Source: an optimization exercise on an open RTL-to-GDS flow (aim: small area). Production flows keep margins and buffers that such runs may drop.
RTL that was checked went through simulation tests only; none was proved equivalent to the original.
The RTL of run 2 was laid out without a check of its function.
Power and IR drop assume default switching activity.

<file path="design/flow/design.v">
module wspr_enc (
  input  wire       clk,
  input  wire       rst,       
  input  wire       we,        
  input  wire [7:0] addr,      
  input  wire [7:0] wdata,
  output reg  [7:0] rdata      
);
  localparam [31:0] POLY0 = 32'hF2D05351;
  localparam [31:0] POLY1 = 32'hE4613C47;
  localparam [161:0] SYNC = 162'b000110001101011000000011001010000011100010110011011100100100000100010101100011010010010101010110000101100010110011010000001010010000000111101001000111000100000011;
  localparam [1295:0] SRC_TAB = 1296'h55049e4d76258a39621194436c1b802f58079948712085345d0c8f3e67167b2a5201a15079288d3c651497466f1e83325b0a9c4b74238837600f92416a197e2d56059f4e77268b3a631295446d1c813059089a49722186355e0d903f68177c2b5302a04f78278c3b641396456e1d82315a099b4a732287365f0e914069187d2c54039d4c75248938611093426b1a7f2e57069847701f84335c0b8e3d66157a295100;
  localparam [21:0] K_T1  = 22'd4124224;    
  localparam [21:0] K_T2S = 22'd3485762;    
  localparam [21:0] K_T2P = 22'd65;
  localparam [21:0] K_T3  = 22'd63;
  localparam [31:0] SEEDC = 32'hDEADBF80;   
  localparam [2:0] PH_IDLE  = 3'd0,
                   PH_CHECK = 3'd1,
                   PH_NPASS = 3'd2,
                   PH_HINIT = 3'd3,
                   PH_HSTEP = 3'd4,
                   PH_MPASS = 3'd5,
                   PH_CLEAR = 3'd6,
                   PH_CONV  = 3'd7;
  localparam [2:0] E_NONE = 3'd0, E_CHAR = 3'd1, E_CALL = 3'd2, E_CMD = 3'd4;
  localparam [2:0] R0 = 3'd0, R1 = 3'd1, R10 = 3'd2, R18 = 3'd3,
                   R27 = 3'd4, R36 = 3'd5, R37 = 3'd6, R128 = 3'd7;
  localparam [2:0] D_VAL = 3'd0, D_PWR = 3'd1, D_SFX = 3'd2, D_K = 3'd3, D_HC = 3'd4;
  function lt8(input [7:0] a, input [7:0] b);
    integer k;
    reg lt, eq;
    begin
      lt = 1'b0;
      eq = 1'b1;
      for (k = 7; k >= 0; k = k - 1) begin
        lt = lt | (eq & ~a[k] & b[k]);
        eq = eq & ~(a[k] ^ b[k]);
      end
      lt8 = lt;
    end
  endfunction
  function in1n(input [4:0] v, input [4:0] n);
    in1n = (v != 5'd0) && !lt8({3'd0, n}, {3'd0, v});
  endfunction
  function is_digit(input [7:0] b);
    is_digit = (b[7:4] == 4'h3) && (!b[3] || (b[2:1] == 2'b00));
  endfunction
  function is_upper(input [7:0] b);
    is_upper = (b[7:5] == 3'b010) && in1n(b[4:0], 5'd26);
  endfunction
  function [7:0] to_upper(input [7:0] b);
    to_upper = ((b[7:5] == 3'b011) && in1n(b[4:0], 5'd26)) ? {b[7:6], 1'b0, b[4:0]} : b;
  endfunction
  reg [207:0] ob;
  reg         use_sfx;
  wire [7:0]  call_len = ob[8*10 +: 8];
  wire [7:0]  power    = ob[8*11 +: 8];
  wire [7:0]  sfx      = ob[8*25 +: 8];
  reg       busy, done;
  reg [2:0] errcode;
  wire [7:0] status = {1'b0, errcode, 1'b0, busy, (errcode != E_NONE), done};
  reg [2:0]  ph;
  reg [5:0]  cnt;
  reg [2:0]  op;
  reg [1:0]  mtype;           
  reg        f_pn, f_lall, f_lpos, f_sp4;
  reg [2:0]  carry;           
  reg [7:1]  dl;              
  reg        hcar;            
  reg [80:0] E, O;            
  reg        M0;              
  integer    i;
  wire sfx_two = (sfx >= 8'd36);
  wire sfx_bad = (sfx > 8'd81);
  wire [3:0] len4 = call_len[3:0];
  wire [3:0] comp_len = use_sfx ? (len4 + (sfx_two ? 4'd3 : 4'd2)) : (len4 + 4'd4);
  wire comp_bad = (comp_len < 4'd3) || (comp_len > 4'd10);
  wire do_shift = (call_len > 8'd2) && is_digit(ob[8*1 +: 8]) && is_upper(ob[8*2 +: 8]);
  reg [3:0] item;
  always @* begin
    item = cnt[3:0];
    if (ph == PH_NPASS) item = {1'b0, op};
    else if (ph == PH_MPASS) begin
      if (mtype == 2'd1)
        case (op)
          3'd0: item = 4'd6;
          3'd1: item = 4'd8;
          3'd2: item = 4'd7;
          default: item = 4'd9;
        endcase
      else
        case (op)
          3'd0: item = 4'd10;
          3'd1: item = 4'd11;
          default: item = 4'd12;
        endcase
    end
  end
  wire it_n   = lt8({4'd0, item}, 8'd6);
  wire it_loc = !it_n && lt8({4'd0, item}, 8'd10);
  wire norm   = it_n && (mtype != 2'd3);
  reg [3:0] ci;
  always @* begin
    case (item[2:0])
      3'd0: ci = do_shift ? 4'd15 : 4'd0;
      3'd1: ci = do_shift ? 4'd0 : 4'd1;
      3'd2: ci = do_shift ? 4'd1 : 4'd2;
      3'd3: ci = do_shift ? 4'd2 : 4'd3;
      3'd4: ci = do_shift ? 4'd3 : 4'd4;
      default: ci = do_shift ? 4'd4 : 4'd5;
    endcase
  end
  wire [1:0] hword = (op[1:0] == 2'd0) ? 2'd2 : (op[1:0] == 2'd1) ? 2'd0 : 2'd1;
  wire [3:0] hj = {hword, cnt[4:3]};
  reg [4:0] ea;
  always @* begin
    if (ph == PH_HINIT) begin
      if (use_sfx) ea = {1'b0, hj};
      else
        case (hj)
          4'd0: ea = 5'h16;
          4'd1: ea = 5'h17;
          4'd2: ea = 5'h18;
          4'd4: ea = 5'd0;
          4'd5: ea = 5'd1;
          4'd6: ea = 5'd2;
          4'd7: ea = 5'd3;
          4'd8: ea = 5'd4;
          4'd9: ea = 5'd5;
          4'd10: ea = 5'd6;
          4'd11: ea = 5'd7;
          default: ea = 5'd31;
        endcase
    end else if (it_n) begin
      if (mtype == 2'd3)
        case (item[2:0])
          3'd0: ea = 5'h11;
          3'd1: ea = 5'h12;
          3'd2: ea = 5'h13;
          3'd3: ea = 5'h14;
          3'd4: ea = 5'h15;
          default: ea = 5'h10;
        endcase
      else ea = {1'b0, ci};
    end else
      case (item)
        4'd6: ea = 5'h0C;
        4'd7: ea = 5'h0D;
        4'd8: ea = 5'h0E;
        4'd9: ea = 5'h0F;
        4'd10: ea = 5'h16;
        4'd11: ea = 5'h17;
        default: ea = 5'h18;
      endcase
  end
  reg [7:0] eb;
  always @* begin
    eb = 8'h00;
    case (ea)
      5'd0:  eb = ob[8*0 +: 8];
      5'd1:  eb = ob[8*1 +: 8];
      5'd2:  eb = ob[8*2 +: 8];
      5'd3:  eb = ob[8*3 +: 8];
      5'd4:  eb = ob[8*4 +: 8];
      5'd5:  eb = ob[8*5 +: 8];
      5'd6:  eb = ob[8*6 +: 8];
      5'd7:  eb = ob[8*7 +: 8];
      5'd8:  eb = ob[8*8 +: 8];
      5'd9:  eb = ob[8*9 +: 8];
      5'd12: eb = ob[8*12 +: 8];
      5'd13: eb = ob[8*13 +: 8];
      5'd14: eb = ob[8*14 +: 8];
      5'd15: eb = ob[8*15 +: 8];
      5'd16: eb = ob[8*16 +: 8];
      5'd17: eb = ob[8*17 +: 8];
      5'd18: eb = ob[8*18 +: 8];
      5'd19: eb = ob[8*19 +: 8];
      5'd20: eb = ob[8*20 +: 8];
      5'd21: eb = ob[8*21 +: 8];
      5'd22: eb = ob[8*22 +: 8];
      5'd23: eb = ob[8*23 +: 8];
      5'd24: eb = ob[8*24 +: 8];
      default: ;
    endcase
  end
  wire [7:0] x = (norm || it_loc) ? to_upper(eb) : eb;
  wire force_sp = norm && (((item == 4'd0) && do_shift) || !lt8({4'd0, ci}, {4'd0, len4}) ||
                           ((item == 4'd5) && f_sp4));
  wire c_dig = is_digit(x) && !force_sp;
  wire c_up  = is_upper(x) && !force_sp;
  wire c_sp  = norm ? !(c_dig || c_up) : (x == 8'h20);
  wire c_ar  = (x >= 8'h41) && (x <= 8'h52);
  wire sub10 = (it_n && item >= 4'd3) || it_loc;
  reg [5:0] val;
  always @* begin
    if (c_dig)      val = {2'd0, x[3:0]};
    else if (c_sp)  val = sub10 ? 6'd26 : 6'd36;
    else            val = {1'b0, x[4:0]} + (sub10 ? 6'd63 : 6'd9);
    if (it_loc && !f_lall) val = 6'd0;
  end
  wire n_bad = !(c_dig || c_up || c_sp) || ((item == 4'd2) && !c_dig) ||
               ((item >= 4'd3) && c_dig);
  wire l_in  = c_dig || c_ar;
  wire l_pos = (item < 4'd8) ? c_ar : c_dig;
  reg [2:0] r_sel, d_sel;
  reg       d_neg, c_dl7;
  reg [21:0] kconst;
  reg [2:0] last_mop;
  always @* begin
    r_sel = R0; d_sel = D_VAL; d_neg = 1'b0; c_dl7 = 1'b0; kconst = K_T3;
    if (ph == PH_NPASS) begin
      case (op)
        3'd0: r_sel = R0;
        3'd1: r_sel = R36;
        3'd2: r_sel = R10;
        default: r_sel = R27;
      endcase
    end else begin
      case (mtype)
        2'd1: case (op)
          3'd0: begin r_sel = R0;   d_neg = 1'b1; end
          3'd1: begin r_sel = R10;  d_neg = 1'b1; end
          3'd2: r_sel = R18;
          3'd3: r_sel = R10;
          3'd4: begin r_sel = R128; d_sel = D_PWR; end
          default: begin r_sel = R1; d_sel = D_K; kconst = K_T1; end
        endcase
        2'd2: if (use_sfx) case (op)
          3'd0: d_sel = D_SFX;
          3'd1: begin r_sel = R128; d_sel = D_PWR; end
          default: begin r_sel = R1; d_sel = D_K; kconst = K_T2S; end
        endcase else case (op)
          3'd0: r_sel = R0;
          3'd1: r_sel = R37;
          3'd2: r_sel = R37;
          3'd3: begin r_sel = R128; d_sel = D_PWR; end
          default: begin r_sel = R1; d_sel = D_K; kconst = K_T2P; c_dl7 = 1'b1; end
        endcase
        default: case (op)
          3'd0: d_sel = D_HC;
          3'd1: begin r_sel = R128; d_sel = D_PWR; d_neg = 1'b1; end
          default: begin r_sel = R1; d_sel = D_K; end
        endcase
      endcase
    end
    case (mtype)
      2'd1: last_mop = 3'd5;
      2'd2: last_mop = use_sfx ? 3'd2 : 3'd4;
      default: last_mop = 3'd2;
    endcase
  end
  wire       alu_run = (cnt != 6'd0);
  wire [4:0] bix = cnt[4:0] - 5'd1;           
  wire       head = (ph == PH_NPASS) ? O[53] : M0;
  reg        d_raw;
  always @* begin
    case (d_sel)
      D_VAL:   d_raw = (bix < 5'd6) && val[bix[2:0]];
      D_PWR:   d_raw = (bix < 5'd8) && power[bix[2:0]];
      D_SFX:   d_raw = (bix < 5'd8) && sfx[bix[2:0]];
      D_K:     d_raw = kconst[bix];
      default: d_raw = E[49];
    endcase
  end
  wire d_bit = d_raw ^ d_neg;
  reg [2:0] tsum;
  always @* begin
    case (r_sel)
      R1:   tsum = {2'd0, head};
      R10:  tsum = dl[1] + dl[3];
      R18:  tsum = dl[1] + dl[4];
      R27:  tsum = head + dl[1] + dl[3] + dl[4];
      R36:  tsum = dl[2] + dl[5];
      R37:  tsum = head + dl[2] + dl[5];
      R128: tsum = {2'd0, dl[7]};
      default: tsum = 3'd0;
    endcase
  end
  wire [3:0] asum = tsum + d_bit + carry;
  wire       alu_out = asum[0];
  reg [4:0] rot;
  always @* begin
    case (op)
      3'd0: rot = 5'd14;
      3'd1: rot = 5'd11;
      3'd2: rot = 5'd25;
      3'd3: rot = 5'd16;
      3'd4: rot = 5'd4;
      3'd5: rot = 5'd14;
      default: rot = 5'd24;
    endcase
  end
  reg y_rot;
  always @* begin
    case (rot)
      5'd14: y_rot = (cnt[4:0] >= 5'd14) ? E[35] : E[67];
      5'd11: y_rot = (cnt[4:0] >= 5'd11) ? E[38] : E[70];
      5'd25: y_rot = (cnt[4:0] >= 5'd25) ? E[24] : E[56];
      5'd16: y_rot = (cnt[4:0] >= 5'd16) ? E[33] : E[65];
      5'd4:  y_rot = (cnt[4:0] >= 5'd4)  ? E[45] : E[77];
      default: y_rot = (cnt[4:0] >= 5'd24) ? E[25] : E[57];
    endcase
  end
  wire [2:0] sq = (sfx >= 8'd76) ? 3'd4 : (sfx >= 8'd66) ? 3'd3 :
                  (sfx >= 8'd56) ? 3'd2 : (sfx >= 8'd46) ? 3'd1 : 3'd0;
  reg  [6:0] sbase;
  always @* begin
    case (sq)
      3'd0: sbase = 7'd36;
      3'd1: sbase = 7'd46;
      3'd2: sbase = 7'd56;
      3'd3: sbase = 7'd66;
      default: sbase = 7'd76;
    endcase
  end
  wire [6:0] sr  = sfx[6:0] - sbase;
  wire [7:0] st0 = (sfx <= 8'd9)  ? {4'h3, sfx[3:0]} :
                   (sfx <= 8'd35) ? {2'b0, sfx[5:0]} + 8'h37 :
                                    {5'b00110, sq};
  wire [7:0] st1 = {4'h3, sr[3:0]};
  reg [7:0] kb;
  always @* begin
    if (use_sfx) begin
      if (hj < len4)                           kb = eb;
      else if (hj == len4)                     kb = 8'h2F;
      else if (hj == len4 + 4'd1)              kb = st0;
      else if (hj == len4 + 4'd2 && sfx_two)   kb = st1;
      else                                     kb = 8'h00;
    end else begin
      if (hj < 4'd3)                           kb = eb;
      else if (hj == 4'd3)                     kb = 8'h2F;
      else if (hj - 4'd4 < len4)               kb = eb;
      else                                     kb = 8'h00;
    end
  end
  wire [3:0] seed_lo = comp_len + 4'd1;
  wire seed_bit = (cnt[4:0] < 5'd4) ? seed_lo[cnt[1:0]] : SEEDC[cnt[4:0]];
  wire h_init = (ph == PH_HINIT);
  wire h_a    = h_init ? seed_bit : (O[17] ^ E[49]);
  wire h_b    = h_init ? kb[cnt[2:0]] : !y_rot;
  wire h_cin  = (cnt[4:0] == 5'd0) ? !h_init : hcar;
  wire h_out  = h_a ^ h_b ^ h_cin;
  wire h_cout = (h_a & h_b) | (h_a & h_cin) | (h_b & h_cin);
  wire m_conv  = (ph == PH_CONV);
  wire m_clear = (ph == PH_CLEAR);
  wire m_hpass = (ph == PH_MPASS) && (mtype == 2'd3) && (op == 3'd0) && alu_run;
  wire m_hash  = (ph == PH_HINIT) || (ph == PH_HSTEP) || m_hpass;
  wire m_nring = (ph == PH_NPASS) && alu_run;
  wire m_mring = (ph == PH_MPASS) && alu_run;
  wire u       = O[32];
  wire uc      = m_conv && u;
  wire hash_tail = m_hpass ? O[17] : h_out;
  wire pre0 = M0 && POLY0[5'd31 - cnt[4:0]];
  wire pre1 = M0 && POLY1[5'd31 - cnt[4:0]];
  reg [2:0] chk_err;
  always @* begin
    chk_err = E_NONE;
    if (mtype == 2'd0)                    chk_err = E_CMD;
    else if (call_len > 8'd10)            chk_err = E_CALL;
    else if (f_pn)                        chk_err = E_CHAR;
    else begin
      case (mtype)
        2'd1: if (f_lall && !f_lpos) chk_err = E_CHAR;
        2'd2: begin
          if (use_sfx && sfx_bad) chk_err = E_CALL;
        end
        default: if ((use_sfx && sfx_bad) || comp_bad) chk_err = E_CALL;
      endcase
    end
  end
  wire host_wr = we && !busy;
  wire [7:0] wd = wdata & {8{!rst}};
  always @(posedge clk) begin
    for (i = 0; i < 26; i = i + 1)
      if (rst || (host_wr && addr == i)) ob[8*i +: 8] <= wd;
    if (rst || (host_wr && addr == 8'h1A)) use_sfx <= wd[0];
  end
  always @(posedge clk) begin
    if (rst) begin
      busy    <= 1'b0;
      done    <= 1'b0;
      errcode <= E_NONE;
      ph      <= PH_IDLE;
    end else begin
      cnt <= cnt + 6'd1;
      case (ph)
        PH_IDLE: begin
          if (host_wr && addr == 8'h1B) begin
            mtype   <= (wdata[7:2] == 6'd0) ? wdata[1:0] : 2'd0;
            busy    <= 1'b1;
            done    <= 1'b0;
                  errcode <= E_NONE;
            f_pn    <= 1'b0;
            f_lall  <= 1'b1;
            f_lpos  <= 1'b1;
            cnt     <= 6'd0;
            ph      <= PH_CHECK;
          end
        end
        PH_CHECK: begin
          if (it_n) begin
            if (n_bad) f_pn <= 1'b1;
            if (item == 4'd4) f_sp4 <= c_sp;
          end else if (it_loc) begin
            if (!l_in)  f_lall <= 1'b0;
            if (!l_pos) f_lpos <= 1'b0;
          end else if (cnt != 6'd13 && mtype == 2'd2 && !use_sfx && !(c_dig || c_up || c_sp)) begin
            f_pn <= 1'b1;    
          end
          if (cnt == 6'd13) begin
            cnt <= 6'd0;
            op  <= 3'd0;
            if (chk_err != E_NONE) begin
              busy    <= 1'b0;
              done    <= 1'b1;
              errcode <= chk_err;
              ph      <= PH_IDLE;
            end else begin
              ph <= PH_NPASS;
            end
          end
        end
        PH_NPASS: begin
          if (cnt == 6'd28) begin
            cnt <= 6'd0;
            op  <= op + 3'd1;
            if (op == 3'd5) begin
              op <= 3'd0;
              ph <= (mtype == 2'd3) ? PH_HINIT : PH_MPASS;
            end
          end
        end
        PH_HINIT: begin
          if (cnt == 6'd31) begin
            cnt <= 6'd0;
            op  <= op + 3'd1;
            if (op == 3'd2) begin
              op <= 3'd0;
              ph <= PH_HSTEP;
            end
          end
        end
        PH_HSTEP: begin
          if (cnt == 6'd31) begin
            cnt <= 6'd0;
            op  <= op + 3'd1;
            if (op == 3'd6) begin
              op <= 3'd0;
              ph <= PH_MPASS;
            end
          end
        end
        PH_MPASS: begin
          if (cnt == 6'd22) begin
            cnt <= 6'd0;
            op  <= op + 3'd1;
            if (op == last_mop) ph <= PH_CLEAR;
          end
        end
        PH_CLEAR: begin
          if (cnt == 6'd31) begin
            cnt <= 6'd0;
            ph  <= PH_CONV;
          end
        end
        default: begin   
          if (cnt == 6'd48) begin
            busy <= 1'b0;
            done <= 1'b1;
            ph   <= PH_IDLE;
          end
        end
      endcase
    end
  end
  always @(posedge clk) begin
    if (ph == PH_NPASS || ph == PH_MPASS) begin
      if (!alu_run) begin
        carry <= d_neg ? 3'd1 : (c_dl7 ? {2'd0, dl[7]} : 3'd0);
        dl    <= 6'd0;
      end else begin
        carry <= asum[3:1];
        dl    <= {dl[6:1], head};
      end
    end
    hcar <= h_cout;
  end
  always @(posedge clk) begin
    if (m_conv || m_clear || m_hash) begin
      for (i = 0; i < 31; i = i + 1)
        E[i] <= E[i+1] ^ (uc && POLY0[31-i]);
      E[31] <= m_hash ? E[32] : (m_conv ? (u && POLY0[0]) : pre0);
    end
    if (m_conv || m_hash) begin
      for (i = 32; i < 80; i = i + 1)
        E[i] <= E[i+1];
      E[80] <= m_conv ? E[0] : hash_tail;
    end
    if (m_conv || m_clear) begin
      for (i = 0; i < 17; i = i + 1)
        O[i] <= O[i+1] ^ (uc && POLY1[31-i]);
    end
    if (m_conv || m_clear || m_hash) begin
      for (i = 17; i < 31; i = i + 1)
        O[i] <= O[i+1] ^ (uc && POLY1[31-i]);
      O[31] <= m_hash ? E[0] : (m_conv ? (u && POLY1[0]) : pre1);
    end
    if (m_conv || m_mring) begin
      for (i = 32; i < 52; i = i + 1)
        O[i] <= O[i+1];
      O[52] <= m_conv ? O[53] : alu_out;
    end
    if (m_conv || m_nring) begin
      for (i = 53; i < 80; i = i + 1)
        O[i] <= O[i+1];
      O[80] <= m_conv ? O[0] : alu_out;
    end
    if (m_mring)
      M0 <= O[32];
  end
  wire [31:0] lo = 32'd1 << addr[4:0];
  wire [7:0]  hi = 8'd1 << addr[7:5];
  reg  [7:0]  rd_g0;           
  always @* begin
    rd_g0 = 8'h00;
    for (i = 0; i < 26; i = i + 1)
      rd_g0 = rd_g0 | (ob[8*i +: 8] & {8{lo[i]}});
    rd_g0 = rd_g0 | ({7'd0, use_sfx} & {8{lo[26]}}) | (status & {8{lo[28]}});
  end
  wire [255:0] symb, syncb;
  assign symb[0] = 1'b0; assign syncb[0] = 1'b0;
  assign symb[1] = 1'b0; assign syncb[1] = 1'b0;
  assign symb[2] = 1'b0; assign syncb[2] = 1'b0;
  assign symb[3] = 1'b0; assign syncb[3] = 1'b0;
  assign symb[4] = 1'b0; assign syncb[4] = 1'b0;
  assign symb[5] = 1'b0; assign syncb[5] = 1'b0;
  assign symb[6] = 1'b0; assign syncb[6] = 1'b0;
  assign symb[7] = 1'b0; assign syncb[7] = 1'b0;
  assign symb[8] = 1'b0; assign syncb[8] = 1'b0;
  assign symb[9] = 1'b0; assign syncb[9] = 1'b0;
  assign symb[10] = 1'b0; assign syncb[10] = 1'b0;
  assign symb[11] = 1'b0; assign syncb[11] = 1'b0;
  assign symb[12] = 1'b0; assign syncb[12] = 1'b0;
  assign symb[13] = 1'b0; assign syncb[13] = 1'b0;
  assign symb[14] = 1'b0; assign syncb[14] = 1'b0;
  assign symb[15] = 1'b0; assign syncb[15] = 1'b0;
  assign symb[16] = 1'b0; assign syncb[16] = 1'b0;
  assign symb[17] = 1'b0; assign syncb[17] = 1'b0;
  assign symb[18] = 1'b0; assign syncb[18] = 1'b0;
  assign symb[19] = 1'b0; assign syncb[19] = 1'b0;
  assign symb[20] = 1'b0; assign syncb[20] = 1'b0;
  assign symb[21] = 1'b0; assign syncb[21] = 1'b0;
  assign symb[22] = 1'b0; assign syncb[22] = 1'b0;
  assign symb[23] = 1'b0; assign syncb[23] = 1'b0;
  assign symb[24] = 1'b0; assign syncb[24] = 1'b0;
  assign symb[25] = 1'b0; assign syncb[25] = 1'b0;
  assign symb[26] = 1'b0; assign syncb[26] = 1'b0;
  assign symb[27] = 1'b0; assign syncb[27] = 1'b0;
  assign symb[28] = 1'b0; assign syncb[28] = 1'b0;
  assign symb[29] = 1'b0; assign syncb[29] = 1'b0;
  assign symb[30] = 1'b0; assign syncb[30] = 1'b0;
  assign symb[31] = 1'b0; assign syncb[31] = 1'b0;
  assign symb[32] = E[31]; assign syncb[32] = 1'b1;
  assign symb[33] = O[72]; assign syncb[33] = 1'b1;
  assign symb[34] = O[11]; assign syncb[34] = 1'b0;
  assign symb[35] = E[51]; assign syncb[35] = 1'b0;
  assign symb[36] = O[21]; assign syncb[36] = 1'b0;
  assign symb[37] = E[61]; assign syncb[37] = 1'b0;
  assign symb[38] = O[1]; assign syncb[38] = 1'b0;
  assign symb[39] = E[41]; assign syncb[39] = 1'b0;
  assign symb[40] = O[26]; assign syncb[40] = 1'b1;
  assign symb[41] = E[66]; assign syncb[41] = 1'b0;
  assign symb[42] = O[6]; assign syncb[42] = 1'b0;
  assign symb[43] = E[46]; assign syncb[43] = 1'b0;
  assign symb[44] = O[16]; assign syncb[44] = 1'b1;
  assign symb[45] = E[56]; assign syncb[45] = 1'b1;
  assign symb[46] = O[77]; assign syncb[46] = 1'b1;
  assign symb[47] = E[36]; assign syncb[47] = 1'b0;
  assign symb[48] = E[28]; assign syncb[48] = 1'b0;
  assign symb[49] = O[69]; assign syncb[49] = 1'b0;
  assign symb[50] = E[8]; assign syncb[50] = 1'b1;
  assign symb[51] = O[49]; assign syncb[51] = 1'b0;
  assign symb[52] = E[18]; assign syncb[52] = 1'b0;
  assign symb[53] = O[59]; assign syncb[53] = 1'b1;
  assign symb[54] = E[79]; assign syncb[54] = 1'b0;
  assign symb[55] = O[39]; assign syncb[55] = 1'b1;
  assign symb[56] = E[23]; assign syncb[56] = 1'b1;
  assign symb[57] = O[64]; assign syncb[57] = 1'b1;
  assign symb[58] = E[3]; assign syncb[58] = 1'b1;
  assign symb[59] = O[44]; assign syncb[59] = 1'b0;
  assign symb[60] = E[13]; assign syncb[60] = 1'b0;
  assign symb[61] = O[54]; assign syncb[61] = 1'b0;
  assign symb[62] = E[74]; assign syncb[62] = 1'b0;
  assign symb[63] = O[34]; assign syncb[63] = 1'b0;
  assign symb[64] = O[30]; assign syncb[64] = 1'b0;
  assign symb[65] = E[70]; assign syncb[65] = 1'b0;
  assign symb[66] = E[9]; assign syncb[66] = 1'b1;
  assign symb[67] = O[50]; assign syncb[67] = 1'b0;
  assign symb[68] = E[19]; assign syncb[68] = 1'b0;
  assign symb[69] = O[60]; assign syncb[69] = 1'b1;
  assign symb[70] = E[80]; assign syncb[70] = 1'b0;
  assign symb[71] = O[40]; assign syncb[71] = 1'b1;
  assign symb[72] = E[24]; assign syncb[72] = 1'b0;
  assign symb[73] = O[65]; assign syncb[73] = 1'b0;
  assign symb[74] = E[4]; assign syncb[74] = 1'b0;
  assign symb[75] = O[45]; assign syncb[75] = 1'b0;
  assign symb[76] = E[14]; assign syncb[76] = 1'b0;
  assign symb[77] = O[55]; assign syncb[77] = 1'b0;
  assign symb[78] = E[75]; assign syncb[78] = 1'b1;
  assign symb[79] = O[35]; assign syncb[79] = 1'b0;
  assign symb[80] = O[27]; assign syncb[80] = 1'b1;
  assign symb[81] = E[67]; assign syncb[81] = 1'b1;
  assign symb[82] = O[7]; assign syncb[82] = 1'b0;
  assign symb[83] = E[47]; assign syncb[83] = 1'b0;
  assign symb[84] = O[17]; assign syncb[84] = 1'b1;
  assign symb[85] = E[57]; assign syncb[85] = 1'b1;
  assign symb[86] = O[78]; assign syncb[86] = 1'b0;
  assign symb[87] = E[37]; assign syncb[87] = 1'b1;
  assign symb[88] = O[22]; assign syncb[88] = 1'b0;
  assign symb[89] = E[62]; assign syncb[89] = 1'b0;
  assign symb[90] = O[2]; assign syncb[90] = 1'b0;
  assign symb[91] = E[42]; assign syncb[91] = 1'b1;
  assign symb[92] = O[12]; assign syncb[92] = 1'b1;
  assign symb[93] = E[52]; assign syncb[93] = 1'b0;
  assign symb[94] = O[73]; assign syncb[94] = 1'b1;
  assign symb[95] = E[32]; assign syncb[95] = 1'b0;
  assign symb[96] = E[30]; assign syncb[96] = 1'b0;
  assign symb[97] = O[71]; assign syncb[97] = 1'b0;
  assign symb[98] = O[10]; assign syncb[98] = 1'b0;
  assign symb[99] = E[50]; assign syncb[99] = 1'b1;
  assign symb[100] = O[20]; assign syncb[100] = 1'b1;
  assign symb[101] = E[60]; assign syncb[101] = 1'b0;
  assign symb[102] = O[0]; assign syncb[102] = 1'b1;
  assign symb[103] = E[40]; assign syncb[103] = 1'b0;
  assign symb[104] = O[25]; assign syncb[104] = 1'b1;
  assign symb[105] = E[65]; assign syncb[105] = 1'b0;
  assign symb[106] = O[5]; assign syncb[106] = 1'b1;
  assign symb[107] = E[45]; assign syncb[107] = 1'b0;
  assign symb[108] = O[15]; assign syncb[108] = 1'b1;
  assign symb[109] = E[55]; assign syncb[109] = 1'b0;
  assign symb[110] = O[76]; assign syncb[110] = 1'b0;
  assign symb[111] = E[35]; assign syncb[111] = 1'b1;
  assign symb[112] = E[27]; assign syncb[112] = 1'b0;
  assign symb[113] = O[68]; assign syncb[113] = 1'b0;
  assign symb[114] = E[7]; assign syncb[114] = 1'b1;
  assign symb[115] = O[48]; assign syncb[115] = 1'b0;
  assign symb[116] = E[17]; assign syncb[116] = 1'b1;
  assign symb[117] = O[58]; assign syncb[117] = 1'b1;
  assign symb[118] = E[78]; assign syncb[118] = 1'b0;
  assign symb[119] = O[38]; assign syncb[119] = 1'b0;
  assign symb[120] = E[22]; assign syncb[120] = 1'b0;
  assign symb[121] = O[63]; assign syncb[121] = 1'b1;
  assign symb[122] = E[2]; assign syncb[122] = 1'b1;
  assign symb[123] = O[43]; assign syncb[123] = 1'b0;
  assign symb[124] = E[12]; assign syncb[124] = 1'b1;
  assign symb[125] = O[53]; assign syncb[125] = 1'b0;
  assign symb[126] = E[73]; assign syncb[126] = 1'b1;
  assign symb[127] = O[33]; assign syncb[127] = 1'b0;
  assign symb[128] = O[29]; assign syncb[128] = 1'b0;
  assign symb[129] = E[69]; assign syncb[129] = 1'b0;
  assign symb[130] = O[9]; assign syncb[130] = 1'b1;
  assign symb[131] = E[49]; assign syncb[131] = 1'b0;
  assign symb[132] = O[19]; assign syncb[132] = 1'b0;
  assign symb[133] = E[59]; assign syncb[133] = 1'b0;
  assign symb[134] = O[80]; assign syncb[134] = 1'b0;
  assign symb[135] = E[39]; assign syncb[135] = 1'b0;
  assign symb[136] = O[24]; assign syncb[136] = 1'b1;
  assign symb[137] = E[64]; assign syncb[137] = 1'b0;
  assign symb[138] = O[4]; assign syncb[138] = 1'b0;
  assign symb[139] = E[44]; assign syncb[139] = 1'b1;
  assign symb[140] = O[14]; assign syncb[140] = 1'b0;
  assign symb[141] = E[54]; assign syncb[141] = 1'b0;
  assign symb[142] = O[75]; assign syncb[142] = 1'b1;
  assign symb[143] = E[34]; assign syncb[143] = 1'b1;
  assign symb[144] = E[26]; assign syncb[144] = 1'b1;
  assign symb[145] = O[67]; assign syncb[145] = 1'b0;
  assign symb[146] = E[6]; assign syncb[146] = 1'b1;
  assign symb[147] = O[47]; assign syncb[147] = 1'b1;
  assign symb[148] = E[16]; assign syncb[148] = 1'b0;
  assign symb[149] = O[57]; assign syncb[149] = 1'b0;
  assign symb[150] = E[77]; assign syncb[150] = 1'b1;
  assign symb[151] = O[37]; assign syncb[151] = 1'b1;
  assign symb[152] = E[21]; assign syncb[152] = 1'b0;
  assign symb[153] = O[62]; assign syncb[153] = 1'b1;
  assign symb[154] = E[1]; assign syncb[154] = 1'b0;
  assign symb[155] = O[42]; assign syncb[155] = 1'b0;
  assign symb[156] = E[11]; assign syncb[156] = 1'b0;
  assign symb[157] = O[52]; assign syncb[157] = 1'b1;
  assign symb[158] = E[72]; assign syncb[158] = 1'b1;
  assign symb[159] = O[32]; assign syncb[159] = 1'b1;
  assign symb[160] = O[31]; assign syncb[160] = 1'b0;
  assign symb[161] = E[71]; assign syncb[161] = 1'b0;
  assign symb[162] = E[10]; assign syncb[162] = 1'b0;
  assign symb[163] = O[51]; assign syncb[163] = 1'b0;
  assign symb[164] = E[20]; assign syncb[164] = 1'b0;
  assign symb[165] = O[61]; assign syncb[165] = 1'b1;
  assign symb[166] = E[0]; assign syncb[166] = 1'b0;
  assign symb[167] = O[41]; assign syncb[167] = 1'b1;
  assign symb[168] = E[25]; assign syncb[168] = 1'b0;
  assign symb[169] = O[66]; assign syncb[169] = 1'b0;
  assign symb[170] = E[5]; assign syncb[170] = 1'b1;
  assign symb[171] = O[46]; assign syncb[171] = 1'b1;
  assign symb[172] = E[15]; assign syncb[172] = 1'b0;
  assign symb[173] = O[56]; assign syncb[173] = 1'b0;
  assign symb[174] = E[76]; assign syncb[174] = 1'b0;
  assign symb[175] = O[36]; assign syncb[175] = 1'b0;
  assign symb[176] = O[28]; assign syncb[176] = 1'b0;
  assign symb[177] = E[68]; assign syncb[177] = 1'b0;
  assign symb[178] = O[8]; assign syncb[178] = 1'b0;
  assign symb[179] = E[48]; assign syncb[179] = 1'b1;
  assign symb[180] = O[18]; assign syncb[180] = 1'b1;
  assign symb[181] = E[58]; assign syncb[181] = 1'b0;
  assign symb[182] = O[79]; assign syncb[182] = 1'b1;
  assign symb[183] = E[38]; assign syncb[183] = 1'b0;
  assign symb[184] = O[23]; assign syncb[184] = 1'b1;
  assign symb[185] = E[63]; assign syncb[185] = 1'b1;
  assign symb[186] = O[3]; assign syncb[186] = 1'b0;
  assign symb[187] = E[43]; assign syncb[187] = 1'b0;
  assign symb[188] = O[13]; assign syncb[188] = 1'b0;
  assign symb[189] = E[53]; assign syncb[189] = 1'b1;
  assign symb[190] = O[74]; assign syncb[190] = 1'b1;
  assign symb[191] = E[33]; assign syncb[191] = 1'b0;
  assign symb[192] = E[29]; assign syncb[192] = 1'b0;
  assign symb[193] = O[70]; assign syncb[193] = 1'b0;
  assign symb[194] = 1'b0; assign syncb[194] = 1'b0;
  assign symb[195] = 1'b0; assign syncb[195] = 1'b0;
  assign symb[196] = 1'b0; assign syncb[196] = 1'b0;
  assign symb[197] = 1'b0; assign syncb[197] = 1'b0;
  assign symb[198] = 1'b0; assign syncb[198] = 1'b0;
  assign symb[199] = 1'b0; assign syncb[199] = 1'b0;
  assign symb[200] = 1'b0; assign syncb[200] = 1'b0;
  assign symb[201] = 1'b0; assign syncb[201] = 1'b0;
  assign symb[202] = 1'b0; assign syncb[202] = 1'b0;
  assign symb[203] = 1'b0; assign syncb[203] = 1'b0;
  assign symb[204] = 1'b0; assign syncb[204] = 1'b0;
  assign symb[205] = 1'b0; assign syncb[205] = 1'b0;
  assign symb[206] = 1'b0; assign syncb[206] = 1'b0;
  assign symb[207] = 1'b0; assign syncb[207] = 1'b0;
  assign symb[208] = 1'b0; assign syncb[208] = 1'b0;
  assign symb[209] = 1'b0; assign syncb[209] = 1'b0;
  assign symb[210] = 1'b0; assign syncb[210] = 1'b0;
  assign symb[211] = 1'b0; assign syncb[211] = 1'b0;
  assign symb[212] = 1'b0; assign syncb[212] = 1'b0;
  assign symb[213] = 1'b0; assign syncb[213] = 1'b0;
  assign symb[214] = 1'b0; assign syncb[214] = 1'b0;
  assign symb[215] = 1'b0; assign syncb[215] = 1'b0;
  assign symb[216] = 1'b0; assign syncb[216] = 1'b0;
  assign symb[217] = 1'b0; assign syncb[217] = 1'b0;
  assign symb[218] = 1'b0; assign syncb[218] = 1'b0;
  assign symb[219] = 1'b0; assign syncb[219] = 1'b0;
  assign symb[220] = 1'b0; assign syncb[220] = 1'b0;
  assign symb[221] = 1'b0; assign syncb[221] = 1'b0;
  assign symb[222] = 1'b0; assign syncb[222] = 1'b0;
  assign symb[223] = 1'b0; assign syncb[223] = 1'b0;
  assign symb[224] = 1'b0; assign syncb[224] = 1'b0;
  assign symb[225] = 1'b0; assign syncb[225] = 1'b0;
  assign symb[226] = 1'b0; assign syncb[226] = 1'b0;
  assign symb[227] = 1'b0; assign syncb[227] = 1'b0;
  assign symb[228] = 1'b0; assign syncb[228] = 1'b0;
  assign symb[229] = 1'b0; assign syncb[229] = 1'b0;
  assign symb[230] = 1'b0; assign syncb[230] = 1'b0;
  assign symb[231] = 1'b0; assign syncb[231] = 1'b0;
  assign symb[232] = 1'b0; assign syncb[232] = 1'b0;
  assign symb[233] = 1'b0; assign syncb[233] = 1'b0;
  assign symb[234] = 1'b0; assign syncb[234] = 1'b0;
  assign symb[235] = 1'b0; assign syncb[235] = 1'b0;
  assign symb[236] = 1'b0; assign syncb[236] = 1'b0;
  assign symb[237] = 1'b0; assign syncb[237] = 1'b0;
  assign symb[238] = 1'b0; assign syncb[238] = 1'b0;
  assign symb[239] = 1'b0; assign syncb[239] = 1'b0;
  assign symb[240] = 1'b0; assign syncb[240] = 1'b0;
  assign symb[241] = 1'b0; assign syncb[241] = 1'b0;
  assign symb[242] = 1'b0; assign syncb[242] = 1'b0;
  assign symb[243] = 1'b0; assign syncb[243] = 1'b0;
  assign symb[244] = 1'b0; assign syncb[244] = 1'b0;
  assign symb[245] = 1'b0; assign syncb[245] = 1'b0;
  assign symb[246] = 1'b0; assign syncb[246] = 1'b0;
  assign symb[247] = 1'b0; assign syncb[247] = 1'b0;
  assign symb[248] = 1'b0; assign syncb[248] = 1'b0;
  assign symb[249] = 1'b0; assign syncb[249] = 1'b0;
  assign symb[250] = 1'b0; assign syncb[250] = 1'b0;
  assign symb[251] = 1'b0; assign syncb[251] = 1'b0;
  assign symb[252] = 1'b0; assign syncb[252] = 1'b0;
  assign symb[253] = 1'b0; assign syncb[253] = 1'b0;
  assign symb[254] = 1'b0; assign syncb[254] = 1'b0;
  assign symb[255] = 1'b0; assign syncb[255] = 1'b0;
  reg sym_bit, sync_bit;
  always @* begin
    sym_bit = 1'b0;
    sync_bit = 1'b0;
    for (i = 1; i < 8; i = i + 1) begin
      sym_bit  = sym_bit  | (hi[i] & |(symb[32*i +: 32] & lo));
      sync_bit = sync_bit | (hi[i] & |(syncb[32*i +: 32] & lo));
    end
  end
  wire [7:0] rd_mux = hi[0] ? rd_g0 : {6'd0, sym_bit, sync_bit};
  always @(posedge clk)
    rdata <= rd_mux;
endmodule
</file>
<file path="design/flow/flow/run.sh">
#!/bin/bash
# Standard layout, with clock tree synthesis told not to add dummy loads.
set -e
export CTS_ARGS="-sink_clustering_enable -repair_clock_nets -buf_list sky130_fd_sc_hd__clkbuf_4 -sink_clustering_size 8 -sink_clustering_max_diameter 40 -dont_use_dummy_load"
bash standard.sh > standard.log 2>&1
</file>
<file path="design/flow/standard.sh">
#!/bin/bash
# synth_recipe.tcl (not shown) runs the flow's synth.tcl, then flattens the netlist and writes it again
# the make line also repeats each setting of config.mk as NAME=value (left out here)
make -C /OpenROAD-flow-scripts/flow DESIGN_CONFIG=/design/flow/config.mk WORK_HOME=/design/flow/orfs CLKGATE_MAP_FILE= SYNTH_SCRIPT=/design/flow/synth_recipe.tcl "${@:-finish}"
</file>
<file path="design/flow/config.mk">
export PLATFORM = sky130hd
export DESIGN_NAME = wspr_enc
export DESIGN_NICKNAME = wspr_enc
export VERILOG_FILES = /design/flow/design.v
export SDC_FILE = /design/flow/constraint.sdc
export NUM_CORES = 4
export LEC_CHECK = 0
export ABC_AREA = 1
export CAP_MARGIN = 20
export CORE_MARGIN = 2
export CORE_UTILIZATION = 55
export GPL_TIMING_DRIVEN = 0
export PLACE_DENSITY = 0.7
export SLEW_MARGIN = 20
</file>
<file path="design/flow/constraint.sdc">
create_clock -name core_clock -period 25.0 [get_ports {clk}]
set_input_delay 5.0000 -clock core_clock [delete_from_list [all_inputs] [get_ports {clk}]]
set_output_delay 5.0000 -clock core_clock [all_outputs]
set_load 0.01 [all_outputs]
</file>
==> results.json, run 1 <==
{
  "outcome": "no timing/DRC/antenna violations",
  "dieArea_um2": 42600,
  "worstSetupEndpointType": "flip-flop",
  "syn-num-nets": 2492,
  "gp_congestion": 1.01,
  "setup-violations-final": 0,
  "tns_ps": 0,
  "drt-initial-drc-count": 2564,
  "cts.repair.resized": 0,
  "cts_buffers": 72,
  "yosys.area.top_type": "edfxtp_1",
  "first_pass_iters": 6,
  "slew_viol_final": 0,
  "ys_ff_latch": 414,
  "maxSlewHeadroom": 0.249,
  "fmax_ghz": 0.110,
  "synth_top_area_frac": 0.529,
  "fillers": 3572,
  "ys_async_sr_fraction": 0,
  "grt_pass1_wl_um": 119000,
  "p_leak_nw": 9.57,
  "synthXorXnorAreaFrac": 0.0194,
  "cp_max_fo": 10,
  "drive_above_1_share": 0.0707,
  "grt_usage": 0.394,
  "dp_hpwl_um": 62800,
  "syn_inst": 2413,
  "grt_max_degree": 50,
  "worstSkewPairLatency_ps": 870,
  "wl_per_cell_um": 27.3,
  "layout_common_cells": "nand2_1, edfxtp_1, inv_1",
  "r2r_slack_ps": 16420,
  "hold_viol_final": 0,
  "max-cap-violations": 0,
  "design.core.area_um2": 40600,
  "yosys-top-cells-area": "edfxtp_1, nand2_1, inv_1",
  "synth_simple_gate_area_frac": 0.209,
  "syn_area_um2": 22500,
  "irDropWorstVdd_v": 0.0000984,
  "path_clk_slew_ps": 100,
  "ys.flop_type": "edfxtp_1",
  "muxShareOfSynthArea": 0.000945,
  "skew_ps": 91.3,
  "synth_edf_count": 397,
  "worst_pin_slew_ps": 1120,
  "via_count": 19737,
  "yosysSeqAreaShare": 0.545,
  "power_density_nw_per_um2": 121,
  "die_y_um": 206,
  "synth-compound-area-share": 0.125,
  "fin_crit_sh": 0.363,
  "viasPerCell": 6.47,
  "route.detailed.drc": 0,
  "ctsHoldBuffers": 0,
  "period_minus_slack_ps": 9070,
  "rows": 74,
  "rsz0062_at_grt": "no",
  "root_buffer": "clkbuf_4",
  "grt_pass1_vias": 18406,
  "area_delta_synth_final_pct": 7.31,
  "io_pins": 27,
  "cts_setup_buffers": 0,
  "syn_area_per_cell_um2": 9.33,
  "cts_buffer_depth": 3,
  "pre_cts_ws_ps": 15250,
  "cp.required_ps": 25690,
  "final_common_cell": "nand2_1",
  "synth_top_family_by_area": "simple AND/OR/NAND/NOR gates",
  "worstPathArrival_ps": 9760,
  "nets": 2599,
  "clkSinkCount": 414,
  "start_util": 0.554,
  "worst_slack_ps": 15930,
  "drt_wl_total_um": 83200,
  "antenna_found_initial": 3,
  "synth_cell_types": 68,
  "tritoncts": "yes",
  "criticalPathCategory": "in2reg",
  "fp.dieW_um": 206,
  "ant_nets": 0,
  "portBuffers": 25,
  "min_path_type": "reg2reg",
  "synth_fa_ha_area_frac": 0.0357,
  "cp-start-kind": "input pin",
  "cts_max_level": 3,
  "overflow": 0,
  "ys_warn_count": 1
}
## metal layers
| layer | vias up | track usage | wire (um) |
|---|---|---|---|
| met5 | - | 0 | 13 |
| met2 | 1458 | 0.601 | 36900 |
| li1 | 8676 | - | - |
| met1 | 9333 | 0.521 | 31100 |
| met3 | 268 | 0.0929 | 10200 |
| met4 | 2 | 0.219 | 4990 |
## registers in the layout, indices dropped and copies added, names as in the netlist, 2 cells and up
name,flops
rdata,8
ph,3
mtype,2
E,81
cnt,6
O,81
carry,3
op,3
dl,7
ob,208
errcode,3
## synthesized netlist by cell type, types with 7 or more instances
master	n
inv_2	18
o221ai_1	7
dfxtp_1	17
buf_2	17
ha_1	53
nand4_1	73
fa_1	7
o21ai_0	129
a2111oi_0	13
a211oi_1	10
xnor2_1	10
a22oi_1	9
nand3_1	129
xor2_1	40
a22o_1	19
o22ai_1	10
a221oi_1	54
nor2_2	12
nand2_1	551
clkbuf_1	46
a41oi_1	8
nor2_1	240
a21oi_1	67
edfxtp_1	397
o2111ai_1	21
inv_1	287
o211ai_1	20
nand2_2	11
nor3_1	40
nor4_1	10
## report_power, final
part	switching (mW)	leakage, nW	total [mW]	internal (mW)
Sequential	0.0801	4.02	0.996	0.916
Combinational	1.13	5.22	1.56	0.428
Clock	0.237	0.331	0.368	0.132
## area by class of cell
type                    instances  area (um2)  share of cell area
diodes                          2        5.00            0.000207
multi-input cells            1617        8890               0.368
well taps                     532         666              0.0275
flip-flops and latches        414       12300               0.507
inverters                     311        1170              0.0483
plain buffers                  71         310              0.0128
repair buffers                 33         327              0.0135
clock buffers                  72         541              0.0224
## worst paths after layout
path / endpoint / cells after the start / start
worst max-delay path: rdata[1] / 14 / addr[4]
worst max register to register: carry[1] / 47 / ob[82]
worst min-delay path: O[34] / 0 / O[35]
worst min register to register: O[34] / 0 / O[35]
## cells by family (layout without fill, tap and decap cells)
logic type | Yosys count | in the layout
XOR/XNOR | 50 | 50
buffers and inverters | 382 | 487
AO/OA/AOI/OAI | 415 | 415
multiplexers | 2 | 2
adder cells (fa/ha/maj) | 60 | 60
AND/OR/NAND/NOR | 1090 | 1090
flip-flops | 414 | 414
other | 0 | 2
## critical path, stage by stage
cell and delay (ps):
clkdlybuf4s50_1 540, buf_1 390, nor2_1 140, clkbuf_1 420, inv_1 310, o21ai_0 110, a21oi_1 190, nand4_1 200
a2111oi_0 810, o211ai_1 250, a221oi_1 350, nand4_1 210, a211oi_1 630, o2111ai_1 220
## per-stage QoR
step	hold WS, ps	utilization	area, um2	power [mW]	cells
6_report	436	0.595	24200	2.92	3052
5_1_grt	434	0.595	24200	3.08	3052
4_1_cts	431	0.594	24200	2.86	3050
3_5_place_dp	433	0.581	23600	2.50	2978
3_3_place_gp	430	0.577	23400	2.47	2970
2_1_floorplan	422	-	22500	1.98	2413
==> run 2: changes to the inputs <==
--- a/design/flow/design.v
+++ b/design/flow/design.v
@@ -70,5 +70,4 @@
   reg        hcar;            
   reg [80:0] E, O;            
-  reg        M0;              
   integer    i;
   wire sfx_two = (sfx >= 8'd36);
@@ -253,5 +252,5 @@
   wire       alu_run = (cnt != 6'd0);
   wire [4:0] bix = cnt[4:0] - 5'd1;           
-  wire       head = (ph == PH_NPASS) ? O[53] : M0;
+  wire       head = (ph == PH_NPASS) ? O[53] : O[31];
   reg        d_raw;
   always @* begin
@@ -338,5 +337,5 @@
   wire seed_bit = (cnt[4:0] < 5'd4) ? seed_lo[cnt[1:0]] : SEEDC[cnt[4:0]];
   wire h_init = (ph == PH_HINIT);
-  wire h_a    = h_init ? seed_bit : (O[17] ^ E[49]);
+  wire h_a    = h_init ? seed_bit : (O[16] ^ E[49]);
   wire h_b    = h_init ? kb[cnt[2:0]] : !y_rot;
   wire h_cin  = (cnt[4:0] == 5'd0) ? !h_init : hcar;
@@ -351,7 +350,13 @@
   wire u       = O[32];
   wire uc      = m_conv && u;
-  wire hash_tail = m_hpass ? O[17] : h_out;
-  wire pre0 = M0 && POLY0[5'd31 - cnt[4:0]];
-  wire pre1 = M0 && POLY1[5'd31 - cnt[4:0]];
+  wire hash_tail = m_hpass ? O[16] : h_out;
+  reg [31:0] p1d;    
+  always @* begin
+    p1d[0] = 1'b0;
+    for (i = 1; i < 32; i = i + 1)
+      p1d[i] = POLY1[32-i];
+  end
+  wire pre0 = O[31] && POLY0[5'd31 - cnt[4:0]];
+  wire pre1 = O[31] && p1d[cnt[4:0]];
   reg [2:0] chk_err;
   always @* begin
@@ -499,13 +504,14 @@
     end
     if (m_conv || m_clear) begin
-      for (i = 0; i < 17; i = i + 1)
+      for (i = 0; i < 16; i = i + 1)
         O[i] <= O[i+1] ^ (uc && POLY1[31-i]);
     end
     if (m_conv || m_clear || m_hash) begin
-      for (i = 17; i < 31; i = i + 1)
+      for (i = 16; i < 30; i = i + 1)
         O[i] <= O[i+1] ^ (uc && POLY1[31-i]);
-      O[31] <= m_hash ? E[0] : (m_conv ? (u && POLY1[0]) : pre1);
+      O[30] <= m_hash ? E[0] : (m_conv ? (O[31] ^ (uc && POLY1[1])) : pre1);
     end
     if (m_conv || m_mring) begin
+      O[31] <= m_conv ? (u && POLY1[0]) : O[32];
       for (i = 32; i < 52; i = i + 1)
         O[i] <= O[i+1];
@@ -517,6 +523,4 @@
       O[80] <= m_conv ? O[0] : alu_out;
     end
-    if (m_mring)
-      M0 <= O[32];
   end
   wire [31:0] lo = 32'd1 << addr[4:0];
--- a/design/flow/config.mk
+++ b/design/flow/config.mk
@@ -9,6 +9,6 @@
 export CAP_MARGIN = 20
 export CORE_MARGIN = 2
-export CORE_UTILIZATION = 55
+export CORE_UTILIZATION = 40
 export GPL_TIMING_DRIVEN = 0
-export PLACE_DENSITY = 0.7
+export PLACE_DENSITY = 0.6
 export SLEW_MARGIN = 20
==> results.json, run 2 <==
{
  "cp_max_fo": 10,
  "path_clk_slew_ps": 80,
  "worst_slack_ps": 15610,
  "gp_congestion": 1.04,
  "regMostFlops": "ob",
  "ff2ff_path_depth": 45,
  "clkSinkCount": 413,
  "dp.cells": 3286,
  "pre_cts_ws_ps": 15010,
  "synthTopCellsByCount": "nand2_1, edfxtp_1, inv_1, nor2_1, nand3_1",
  "dieArea_um2": 59400,
  "ys_async_sr_fraction": 0,
  "syn-num-nets": 2566,
  "rows": 87,
  "outcome": "no timing/DRC/antenna violations",
  "slew_viol_final": 0,
  "nets": 2685,
  "yosysSeqAreaShare": 0.533,
  "fmax_ghz": 0.107,
  "cts_buffer_depth": 3,
  "reg_top3": "ob: 208 flops, E: 81 flops, O: 81 flops",
  "tns_ps": 0,
  "synth_cell_types": 68,
  "syn_inst": 2491,
  "synth_edf_count": 396,
  "cts.repair.resized": 0,
  "final_common_cell": "nand2_1",
  "maxSlewHeadroom": 0.197,
  "viasPerCell": 5.99,
  "via_count": 20152,
  "drt-initial-drc-count": 2787,
  "wl_per_cell_um": 27.2,
  "first_pass_iters": 6,
  "antenna_found_initial": 3,
  "worstPathArrival_ps": 10070,
  "syn_area_per_cell_um2": 9.22,
  "dp_hpwl_um": 70700,
  "fin_area_um2": 25100,
  "drive_above_1_share": 0.0928,
  "die_y_um": 244,
  "rsz0062_at_grt": "no",
  "synth_top_area_frac": 0.518,
  "hold_viol_final": 0,
  "fillers": 5568,
  "r2r_slack_ps": 17010,
  "worst_pin_slew_ps": 1200,
  "grt_usage": 0.305,
  "max-cap-violations": 0,
  "layout_common_cells": "nand2_1, edfxtp_1, inv_1",
  "fin_cells": 3366,
  "grt_max_degree": 50,
  "cp.required_ps": 25690,
  "area_delta_synth_final_pct": 9.41,
  "cp-start-kind": "input pin",
  "grt_pass1_vias": 19036,
  "period_minus_slack_ps": 9390,
  "cts_buffers": 78,
  "fp.dieW_um": 244,
  "root_buffer": "clkbuf_4",
  "placed_cell_area_um2": 24500,
  "min_path_type": "reg2reg",
  "tritoncts": "yes",
  "power_mw": 1.69,
  "hold_depth": 0,
  "yosys-top-cells-area": "edfxtp_1, nand2_1, inv_1",
  "cts_setup_buffers": 0,
  "largest_register_ffs": 208,
  "syn_area_um2": 23000,
  "yosys.area.top_type": "edfxtp_1",
  "synth.most_common_cell": "nand2_1",
  "start_util": 0.406,
  "p_leak_nw": 9.93,
  "cts_max_level": 3,
  "irDropWorstVdd_v": 0.0000357,
  "overflow": 0,
  "grt_pass1_wl_um": 131000,
  "design.core.area_um2": 56600,
  "ctsHoldBuffers": 0,
  "worstSkewPairLatency_ps": 870,
  "io_pins": 27,
  "criticalPathCategory": "in2reg",
  "drt_wl_total_um": 91500,
  "setup-violations-final": 0,
  "ant_nets": 0,
  "fin_crit_sh": 0.375,
  "ys.flop_type": "edfxtp_1",
  "ys_ff_latch": 413,
  "skew_ps": 125,
  "ys_warn_count": 1,
  "portBuffers": 25,
  "power_density_nw_per_um2": 67.2,
  "worstSetupEndpointType": "flip-flop",
  "route.detailed.drc": 0
}
-- run 2: cell types whose count changed in the layout (fill, tap and decap cells not counted), sizes merged, moves of 7 or more --
| cell | change |
|---|---|
| a21oi | +13 |
| o21ai | +14 |
| buf | +7 |
| nand2 | +27 |
| a221oi | -13 |
| clkbuf | +8 |
| nand4 | -17 |
| nor2 | +32 |
| nand3 | +38 |
-- run 2: cell families (layout without fill, tap and decap cells) --
family / after synthesis / count (layout) / share of synthesized area
buffers and inverters: 382 / 499 / 0.0666
other: 0 / 2 / 0
adder cells (fa/ha/maj): 56 / 56 / 0.0328
multiplexers: 1 / 1 / 0.000490
XOR/XNOR: 47 / 47 / 0.0179
AO/OA/AOI/OAI: 422 / 422 / 0.120
flip-flops: 413 / 413 / 0.533
AND/OR/NAND/NOR: 1170 / 1170 / 0.230
-- run 2: per-stage QoR --
step	hold WS [ps]	utilization
after floorplan	422	-
after global placement	429	0.427
after detailed placement	432	0.433
after CTS	435	0.444
after global routing	441	0.444
final	425	0.444
-- run 2: per-layer routing --
metal  wire length (um)  up-vias  GRT usage  share of wire
li1                   -     8921          -              -
met1              37200     9736      0.414           0.41
met2              39200     1258      0.454           0.43
met3              10100      235     0.0680           0.11
met4               5070        2      0.168          0.055
met5                  8        -          0       0.000087
-- run 2: cell type report --
type / instances / area, um2 / share of cell area
Tap cell: 756 / 946 / 0.0376
Clock buffer: 78 / 586 / 0.0233
Timing Repair Buffer: 39 / 492 / 0.0196
Buffer: 74 / 364 / 0.0145
Multi-Input combinational cell: 1696 / 9340 / 0.372
Inverter: 308 / 1170 / 0.0464
Sequential cell: 413 / 12200 / 0.487
Antenna cell: 2 / 5.00 / 0.000199
-- run 2: where the power goes --
part           internal [mW]  total (mW)  switching, mW  leakage, nW
clock                  0.142       0.389          0.247        0.359
combinational          0.137       0.500          0.363         5.60
sequential             0.781       0.799         0.0182         3.98
total                   1.06        1.69          0.628         9.93
-- run 2: path summary, 6_finish.rpt --
path,from,endpoint
min,E[29],E[28]
max reg2reg,ob[82],carry[1]
min reg2reg,E[29],E[28]
max,addr[4],rdata[0]
-- run 2: critical path: stages --
cell and delay (ps):
clkdlybuf4s50_1 590, clkbuf_1 390, buf_1 570, nor2_1 250, clkbuf_1 460, inv_1 430, o221ai_1 160, a21oi_1 150
nand4_1 100, a221oi_1 870, nand4_1 210, a211oi_1 640, a21oi_1 250

==> afterwards: timing with drivers on the ports <==
No port has a modelled driver above. Below, the same layouts with a new extraction and two added sets of constraints. Step 1 (the two cells are an assumption about what drives the block):
set clk [get_ports {clk}]
set_driving_cell -lib_cell sky130_fd_sc_hd__clkbuf_16 $clk
set_driving_cell -lib_cell sky130_fd_sc_hd__buf_2 [delete_from_list [all_inputs] $clk]
Step 2 times the ports against the registers' clock, not the clock port: input delays grow and output delays shrink by t, the midpoint of the rising clock arrivals with the driver on. Three values: no drivers, after step 1, after step 2; two values: the first two.
| run | shift t [ns] | setup slack, ns | worst setup path at the end | worst register clock-pin slew, ns | worst slew at a driven data input, ns |
|---|---|---|---|---|---|
| run 1 | 0.885 | 15.931 / 15.969 / 15.084 | input to register | 0.10 / 0.10 | 0.04 |
| run 2 | 0.863 | 15.614 / 15.646 / 14.783 | input to register | 0.10 / 0.10 | 0.05 |
After both steps setup and hold are still met in every run listed. For run 1, which loses most, drivers alone change the setup slack by +0.038 ns; drivers and shift together by -0.847 ns.
